What follows belongs to an exercise in optimizing a design on an open flow for small area; a production flow would make more cautious choices. The RTL was checked by simulation tests, not by an equivalence proof against the original design. No activity file was given, so power comes from the tool's default toggle rates.

File: flow/config.mk
export PLATFORM = sky130hd
export DESIGN_NAME = relay_spi_ctrl
export DESIGN_NICKNAME = relay_spi_ctrl
export VERILOG_FILES = /design/flow/design.v
export SDC_FILE = /design/flow/constraint.sdc
export NUM_CORES = 4
export LEC_CHECK = 0
export CAP_MARGIN = 20
export CORE_MARGIN = 2
export CORE_UTILIZATION = 25
export PLACE_DENSITY = 0.45
export SLEW_MARGIN = 20
File: flow/constraint.sdc
create_clock -name core_clock -period 20.0 [get_ports {clk}]
set_input_delay 4.0000 -clock core_clock [delete_from_list [all_inputs] [get_ports {clk}]]
set_output_delay 4.0000 -clock core_clock [all_outputs]
set_load 0.01 [all_outputs]
File: flow/design.v
module relay_encoder (
    input  wire [2:0]  cmd,           
    input  wire        board_given,
    input  wire [7:0]  board_arg,
    input  wire        def_valid,
    input  wire [7:0]  def_board,
    input  wire [7:0]  relay,
    output reg  [1:0]  err,           
    output wire [31:0] frame
);
    reg  [7:0] opcode;
    wire       relay_cmd = (cmd <= 3'd2);
    wire       use_arg   = board_given || (cmd == 3'd7);
    wire [7:0] board     = use_arg ? board_arg : def_board;
    always @(*) begin
        case (cmd)
            3'd0: opcode = 8'h10;
            3'd1: opcode = 8'h11;
            3'd2: opcode = 8'h12;
            3'd3: opcode = 8'h60;
            3'd4: opcode = 8'h61;
            3'd5: opcode = 8'h62;
            3'd6: opcode = 8'h14;
            default: opcode = 8'h01;
        endcase
    end
    always @(*) begin
        if (!use_arg && !def_valid)
            err = 2'd1;
        else if (board > 8'd7)
            err = 2'd2;
        else if (relay_cmd && (relay < 8'd1 || relay > 8'd7))
            err = 2'd2;
        else if (!relay_cmd && relay != 8'd0)
            err = 2'd2;
        else
            err = 2'd0;
    end
    assign frame = {8'd24 + board, opcode, relay_cmd ? relay : 8'd0, 8'h00};
endmodule
module relay_spi_xfer #(
    parameter HALF     = 4,    
    parameter GAP      = 16,   
    parameter CS_SETUP = 4,    
    parameter CS_HOLD  = 4,    
    parameter CS_IDLE  = 4     
) (
    input  wire        clk,
    input  wire        rst,
    input  wire        start,
    input  wire        four,      
    input  wire [31:0] tx,        
    output reg         done,      
    output reg  [7:0]  rx,        
    output reg         cs_n,
    output reg         sclk,
    output wire        mosi,
    input  wire        miso
);
    localparam S_IDLE = 3'd0, S_LEAD = 3'd1, S_HIGH = 3'd2, S_LOW = 3'd3,
               S_TAIL = 3'd4, S_REST = 3'd5;
    reg [2:0]  st;
    reg [4:0]  tmr;
    reg [31:0] sh;
    reg [2:0]  bitc;
    reg [1:0]  bytes_left;
    assign mosi = cs_n ? 1'b0 : sh[31];
    always @(posedge clk) begin
        if (rst) begin
            st   <= S_IDLE;
            cs_n <= 1'b1;
            sclk <= 1'b0;
            done <= 1'b0;
            tmr  <= 5'd0;
        end else begin
            done <= 1'b0;
            case (st)
                S_IDLE: if (start) begin
                    sh         <= tx;
                    bytes_left <= four ? 2'd3 : 2'd0;
                    bitc       <= 3'd0;
                    cs_n       <= 1'b0;
                    tmr        <= CS_SETUP - 1;
                    st         <= S_LEAD;
                end
                S_LEAD, S_LOW: if (tmr == 0) begin
                    sclk <= 1'b1;
                    tmr  <= HALF - 1;
                    st   <= S_HIGH;
                end else begin
                    tmr <= tmr - 1'b1;
                end
                S_HIGH: if (tmr == 0) begin
                    sclk <= 1'b0;
                    rx   <= {rx[6:0], miso};
                    sh   <= {sh[30:0], 1'b0};
                    bitc <= bitc + 1'b1;
                    if (bitc == 3'd7) begin
                        if (bytes_left == 0) begin
                            tmr <= CS_HOLD - 1;
                            st  <= S_TAIL;
                        end else begin
                            bytes_left <= bytes_left - 1'b1;
                            tmr        <= GAP - 1;
                            st         <= S_LOW;
                        end
                    end else begin
                        tmr <= HALF - 1;
                        st  <= S_LOW;
                    end
                end else begin
                    tmr <= tmr - 1'b1;
                end
                S_TAIL: if (tmr == 0) begin
                    cs_n <= 1'b1;
                    tmr  <= CS_IDLE - 1;
                    st   <= S_REST;
                end else begin
                    tmr <= tmr - 1'b1;
                end
                S_REST: if (tmr == 0) begin
                    done <= 1'b1;
                    st   <= S_IDLE;
                end else begin
                    tmr <= tmr - 1'b1;
                end
                default: st <= S_IDLE;
            endcase
        end
    end
endmodule
module relay_spi_ctrl (
    input  wire         clk,
    input  wire         rst,           
    input  wire         tick,          
    input  wire         req_valid,
    output wire         req_ready,
    input  wire [3:0]   req_op,
    input  wire         req_board_given,
    input  wire [7:0]   req_board,
    input  wire [7:0]   req_relay,
    output reg          resp_valid,
    output reg  [1:0]   resp_err,
    output reg  [6:0]   resp_state,
    output reg  [159:0] resp_id,
    output reg  [4:0]   resp_id_len,
    output reg          fs,
    output reg          fs_oe,
    output wire         spi_cs_n,
    output wire         spi_sclk,
    output wire         spi_mosi,
    input  wire         spi_miso
);
    localparam OP_GET_STATE = 4'd6, OP_GET_ID = 4'd7, OP_START = 4'd8, OP_STOP = 4'd9;
    localparam ERR_OK = 2'd0, ERR_REFUSED = 2'd3;
    localparam SETTLE_TICKS = 4'd10;
    localparam N_IDENTIFY   = 5'd20;
    localparam ST_IDLE   = 3'd0, ST_SETTLE = 3'd1, ST_FRAME = 3'd2, ST_FRAME_WAIT = 3'd3,
               ST_FOLLOW = 3'd4, ST_FOLLOW_WAIT = 3'd5, ST_DELAY = 3'd6;
    reg  [2:0]   st;
    reg          is_open;
    reg          def_valid;
    reg  [7:0]   def_board;
    reg  [2:0]   cmd;
    reg  [31:0]  frame_q;
    reg  [3:0]   tick_cnt;
    reg  [4:0]   nfollow;       
    reg  [159:0] cap;           
    reg          xfer_start;
    reg          xfer_four;
    wire         xfer_done;
    wire [7:0]   xfer_rx;
    wire [1:0]   enc_err;
    wire [31:0]  enc_frame;
    assign req_ready = (st == ST_IDLE);
    relay_encoder u_enc (
        .cmd        (req_op[2:0]),
        .board_given(req_board_given),
        .board_arg  (req_board),
        .def_valid  (def_valid),
        .def_board  (def_board),
        .relay      (req_relay),
        .err        (enc_err),
        .frame      (enc_frame)
    );
    relay_spi_xfer u_xfer (
        .clk  (clk),
        .rst  (rst),
        .start(xfer_start),
        .four (xfer_four),
        .tx   (xfer_four ? frame_q : 32'd0),
        .done (xfer_done),
        .rx   (xfer_rx),
        .cs_n (spi_cs_n),
        .sclk (spi_sclk),
        .mosi (spi_mosi),
        .miso (spi_miso)
    );
    reg [159:0] id_bytes;
    reg [4:0]   id_len;
    integer     k;
    always @(*) begin
        id_bytes = 160'd0;
        id_len   = 5'd0;
        for (k = 0; k < 20; k = k + 1) begin
            if (cap[8*(19-k) +: 8] != 8'h00) begin
                id_bytes[8*id_len +: 8] = cap[8*(19-k) +: 8];
                id_len = id_len + 1'b1;
            end
        end
    end
    always @(posedge clk) begin
        if (rst) begin
            st         <= ST_IDLE;
            is_open    <= 1'b0;
            def_valid  <= 1'b0;
            fs         <= 1'b0;
            fs_oe      <= 1'b0;
            resp_valid <= 1'b0;
            xfer_start <= 1'b0;
            xfer_four  <= 1'b0;
        end else begin
            resp_valid <= 1'b0;
            xfer_start <= 1'b0;
            case (st)
                ST_IDLE: if (req_valid) begin
                    if (req_op == OP_START) begin
                        if (is_open) begin
                            resp_valid <= 1'b1;
                            resp_err   <= ERR_REFUSED;
                        end else begin
                            def_valid <= req_board_given;
                            def_board <= req_board;
                            fs        <= 1'b0;
                            fs_oe     <= 1'b1;
                            tick_cnt  <= 4'd0;
                            st        <= ST_SETTLE;
                        end
                    end else if (req_op == OP_STOP) begin
                        resp_valid <= 1'b1;
                        if (is_open) begin
                            is_open  <= 1'b0;
                            fs       <= 1'b0;
                            fs_oe    <= 1'b0;
                            resp_err <= ERR_OK;
                        end else begin
                            resp_err <= ERR_REFUSED;
                        end
                    end else if (req_op[3] || !is_open) begin
                        resp_valid <= 1'b1;
                        resp_err   <= ERR_REFUSED;
                    end else if (enc_err != ERR_OK) begin
                        resp_valid <= 1'b1;
                        resp_err   <= enc_err;
                    end else begin
                        cmd     <= req_op[2:0];
                        frame_q <= enc_frame;
                        fs      <= 1'b1;
                        st      <= ST_FRAME;
                    end
                end
                ST_SETTLE: begin
                    if (tick) begin
                        tick_cnt <= tick_cnt + 1'b1;
                        if (tick_cnt == SETTLE_TICKS - 1) begin
                            is_open    <= 1'b1;
                            resp_valid <= 1'b1;
                            resp_err   <= ERR_OK;
                            st         <= ST_IDLE;
                        end
                    end
                end
                ST_FRAME: begin
                    xfer_start <= 1'b1;
                    xfer_four  <= 1'b1;
                    st         <= ST_FRAME_WAIT;
                end
                ST_FRAME_WAIT: if (xfer_done) begin
                    if (cmd == OP_GET_STATE[2:0]) begin
                        nfollow <= 5'd1;
                        st      <= ST_FOLLOW;
                    end else if (cmd == OP_GET_ID[2:0]) begin
                        nfollow <= N_IDENTIFY;
                        st      <= ST_FOLLOW;
                    end else begin
                        fs         <= 1'b0;
                        resp_valid <= 1'b1;
                        resp_err   <= ERR_OK;
                        st         <= ST_IDLE;
                    end
                end
                ST_FOLLOW: begin
                    xfer_start <= 1'b1;
                    xfer_four  <= 1'b0;
                    st         <= ST_FOLLOW_WAIT;
                end
                ST_FOLLOW_WAIT: if (xfer_done) begin
                    cap      <= {cap[151:0], xfer_rx};
                    nfollow  <= nfollow - 1'b1;
                    tick_cnt <= 4'd0;
                    st       <= ST_DELAY;
                end
                ST_DELAY: if (tick) begin
                    if (nfollow == 0) begin
                        fs          <= 1'b0;
                        resp_valid  <= 1'b1;
                        resp_err    <= ERR_OK;
                        resp_state  <= cap[6:0];
                        resp_id     <= id_bytes;
                        resp_id_len <= id_len;
                        st          <= ST_IDLE;
                    end else begin
                        st <= ST_FOLLOW;
                    end
                end
                default: st <= ST_IDLE;
            endcase
        end
    end
endmodule
File: flow/run.sh
#!/bin/bash
# synth_recipe.tcl (not shown) runs the flow's synth.tcl, then flattens the netlist and writes it again
# the make line also repeats each setting of config.mk as NAME=value (left out here)
make -C /OpenROAD-flow-scripts/flow DESIGN_CONFIG=/design/flow/config.mk WORK_HOME=/design/flow/orfs CLKGATE_MAP_FILE= SYNTH_SCRIPT=/design/flow/synth_recipe.tcl finish
==> run notes <==
==> metal layers <==
| layer | GRT usage [%] | up-vias | routed length, um | share of wire (%) |
|---|---|---|---|---|
| li1 | - | 24600 | - | - |
| met1 | 43.8 | 28800 | 136000 | 42 |
| met2 | 46.3 | 4272 | 136000 | 41 |
| met3 | 7.99 | 799 | 38600 | 12 |
| met4 | 13.6 | 10 | 17000 | 5.2 |
| met5 | 0 | - | 81 | 0.025 |
==> power by group through the flow <==
| stage | logic [uW] | registers, uW | clock network [uW] |
|---|---|---|---|
| after detailed placement | 83.6 | 1020 | 0 |
| after global placement | 82.6 | 1020 | 0 |
| after global routing | 93.6 | 1010 | 1020 |
| after floorplan | 57.4 | 1020 | 0 |
| final | 82.0 | 1000 | 965 |
| after CTS | 83.7 | 1000 | 992 |
==> cell families (layout without fill, tap and decap cells) <==
family,count (synthesis),count (layout),share of synthesized area [%]
AOI/OAI and AO/OA,2350,2350,33.8
DFF,433,433,26.5
buffers and inverters,681,685,5.45
muxes,247,247,5.27
adders and majority gates,67,67,1.75
xor gates and xnor gates,138,138,3.59
other,0,5,0
and+or+nand+nor,2433,2433,23.7
==> Yosys cell counts, types with 26 or more instances <==
cell	instances
a32oi_1	57
a32o_1	28
a222oi_1	36
o211ai_1	259
inv_1	97
nand2_1	764
o22ai_1	149
or3_1	50
or2_2	32
nand3_1	262
and3_1	61
nor2_1	611
nor2b_1	26
a311oi_1	31
edfxtp_1	412
a22o_1	49
a221oi_1	44
nor4_1	87
a2111oi_0	30
buf_2	26
xnor2_1	77
nand4_1	46
o21ai_1	41
o31ai_1	40
mux2_2	56
mux2i_1	190
buf_1	33
a21oi_1	337
o221ai_1	49
or4_1	37
o21ai_0	449
o211a_1	31
nand2b_1	38
a31oi_1	77
clkbuf_1	498
o2111ai_1	27
a211o_1	57
and2_1	91
nor3_1	235
ha_1	65
a22oi_1	157
a211oi_1	196
==> worst max-delay path, delay by kind of cell (launching register included) <==
family / cells / cell delay, ns
xor+xnor: 1 / 0.35
flops: 1 / 0.52
compound gates: 24 / 4.73
fa+ha+maj: 19 / 7.43
mux: 2 / 0.52
simple gates: 19 / 3.46
buf+inv: 8 / 1.16
==> worst max-delay path by stage <==
| stage | slack (ns) | startpoint | to | cells past startpoint |
|---|---|---|---|---|
| 4_1_cts | 1.07 | cap[137] | resp_id[69] | 73 |
| 3_5_place_dp | 1.11 | cap[137] | resp_id[34] | 73 |
| 5_1_grt | 0.07 | cap[152] | resp_id[69] | 74 |
| 2_1_floorplan | 3.06 | rst | cap[0] | 3 |
| 3_3_place_gp | 1.52 | cap[137] | resp_id[39] | 73 |
| 6_report | 1.45 | cap[137] | resp_id[43] | 73 |
==> registers in the layout, summed over array words and instances, names as in the netlist, 4 cells and up <==
register	cells
cap	160
def_board	8
frame_q	21
nfollow	5
resp_id	160
resp_id_len	5
resp_state	7
tick_cnt	4
u_xfer.rx	8
u_xfer.sh	24
u_xfer.tmr	5
==> stage by stage <==
step | power, uW | cells
global route | 2120 | 8879
detailed placement | 1110 | 8780
finish | 2050 | 8884
CTS | 2080 | 8879
floorplan | 1080 | 6349
global placement | 1110 | 8779
==> timing repair <==
action                     4_1_cts  5_1_grt
hold buffers                     0        0
setup endpoints to repair        0      155
gates resized for setup          0       16
==> cell type report <==
type | count | area, um^2 | area share (%)
multi-input cells | 5235 | 33300 | 60.1
flip-flops and latches | 433 | 12800 | 23.1
repair buffers | 470 | 4040 | 7.29
well taps | 2526 | 3160 | 5.71
clock buffers | 71 | 1430 | 2.57
inverters | 116 | 435 | 0.786
clock inverters | 28 | 259 | 0.468
diodes | 5 | 12.5 | 0.0226
==> summary.txt <==
Die
  – Die height: 444 um
  – Die Span X: 444 um
  – Initial cell density of the core: 25.1%
  – Num ports: 207
  – Core Area: 0.192 mm^2
  – Cell Rows: 161
  – Die area: 0.197 mm^2

Power and ir drop
  – Internal: 1560 uW
  – Combinational power share: 4.0%
  – Pwr Density: 37.1 mW/mm^2
  – Seq pwr share: 49.0%
  – Clock power share: 47.0%
  – Switching share of total power: 24.0%
  – Max VDD drop: 0.0671 mV
  – Switching power: 493 uW
  – P_leak: 0.0188 uW

Finish
  – Nets@finish: 6402
  – Most frequent cells in the layout: 764 x nand2_1, 607 x nor2_1, 447 x o21ai_0, 412 x edfxtp_1, 332 x a21oi_1
  – Post-route core utilization: 28.8%
  – Post-route cell area: 0.0554 mm^2
  – Area grow syn2layout: 14.6%
  – Commonest non-fill, non-tap cell in the layout: nand2_1
  – Number of fill cells: 20700
  – Share of post-route cells with drive strength above 1: 9.55%

Worst hold path
  – WHS Endpoint: cap[7]
  – Hold path cells: 0
  – Hold Path Class: flop to flop
  – Hold wc startpoint: u_xfer.rx[7]

Synthesis
  – Synth cell types: 123
  – Post-synth top area share: 25.6%
  – Post-synthesis register bit count: 433
  – Main synth FF type: edfxtp_1
  – Seq/Total Area, Yosys: 26.5%
  – Mean Syn Cell Area: 7.61 um^2
  – Top post-synthesis cells by area: edfxtp_1 26%, nand2_1 5.9%, nor2_1 4.7%
  – Area leader, netlist: edfxtp_1
  – FFs w/ async S/R, synth: 0%
  – Syn Std Cell Area: 0.0483 mm^2
  – Synth Warn #: 3
  – Cells after Synth: 6349
  – Post-synth EDFFs: 412
  – Syn nets: 6441

STA
  – Max-slew violations: 0
  – Crit path time final: 18.55 ns
  – Final setup fails: 0
  – Unrepaired setup endpoints after global routing: false
  – Final worst slack: 1.45 ns
  – Final period util: 92.8%
  – Slew headroom: 11.3%
  – Setup TNS: 0 ns
  – Worst slew pin tran: 1.33 ns
  – Final hold viol count: 0
  – Clock Skews: 0.0780 ns
  – Max frequency: 0.0539 GHz
  – WHS: 0.419 ns

Global route
  – Total GRT Usage: 31.7%
  – Largest net degree at the start of global routing: 73
  – First-pass GRT wire length: 445 mm
  – Initial antenna violation count: 19
  – Remaining Overflow, GRT: 0
  – Number of global-route vias before repair: 53400

Detailed routing
  – Drt pass-1 iters: 9
  – Post-route DRC: 0
  – Routed WL: 327 mm
  – Vias per cell: 6.58
  – Drt wl/cell: 36.8 um
  – 1st-iter DRT viols: 9671
  – Via count: 58500
  – ANT nets after route: 0

Clock network
  – CTS clk-pin slew, worst paths: 0.06 ns
  – Max Buffers Root-to-Sink: 3
  – Clock root buffer: clkbuf_16
  – H-tree levels: 2
  – TritonCTS clock tree: done
  – Post-CTS Setup Bufs: 0
  – Sink Count: 433
  – CTS buffer count: 54
  – Clk Latency, worst-skew pair: 0.72 ns

Placed design
  – IO buf count: 206
  – Routability cong.: 1.05
  – Placed wire-length estimate: 255 mm
  – Dpl ws: 1.11 ns
  – Dpl cell area: 0.0536 mm^2

Setup path
  – CP required: 20.43 ns
  – Register-to-Register Path Depth: 73
  – Critical path class: flop to flop
  – Crit. End Element: flop
  – Top cell by count, worst path: ha_1
  – Reg2reg end: resp_id[43]
  – Crit path max fanout: 19
  – Startpoint types: flop
  – Slowest CP cell: a21oi_4
  – Reg-to-reg slack, setup: 1.45 ns
  – CP max stage delay: 0.55 ns
  – Crit path DAT: 18.99 ns
  – FF-to-FF Start: cap[137]

Job
  – Number of max-cap violations: 0

Outcome
  – Status: no timing/DRC/antenna violations

afterwards: timing with drivers on the ports:
No port has a modelled driver above. Below, the same layout with a new extraction and two added sets of constraints. Step 1: set_driving_cell puts a clkbuf_16 on clk and a buf_2 on each other input, an assumption about the parent block. Step 2 adds t to the input delays and takes it off the output delays; t is the mean of the earliest and latest rising clock arrival at the registers after step 1. Input paths then give back, and output paths get back, about the clock's delay inside the block. Three values: no drivers, after step 1, after step 2; two values: the first two.
shift t [ns]: 0.776
setup WS [ns]: 1.447 / 1.447 / 1.447
worst setup path at the end: register to register
clock arrival spread, ns: 0.078 / 0.078
After both steps setup and hold are still met in this run. For this run, drivers alone change the setup slack by 0.000 ns; drivers and shift together by 0.000 ns.
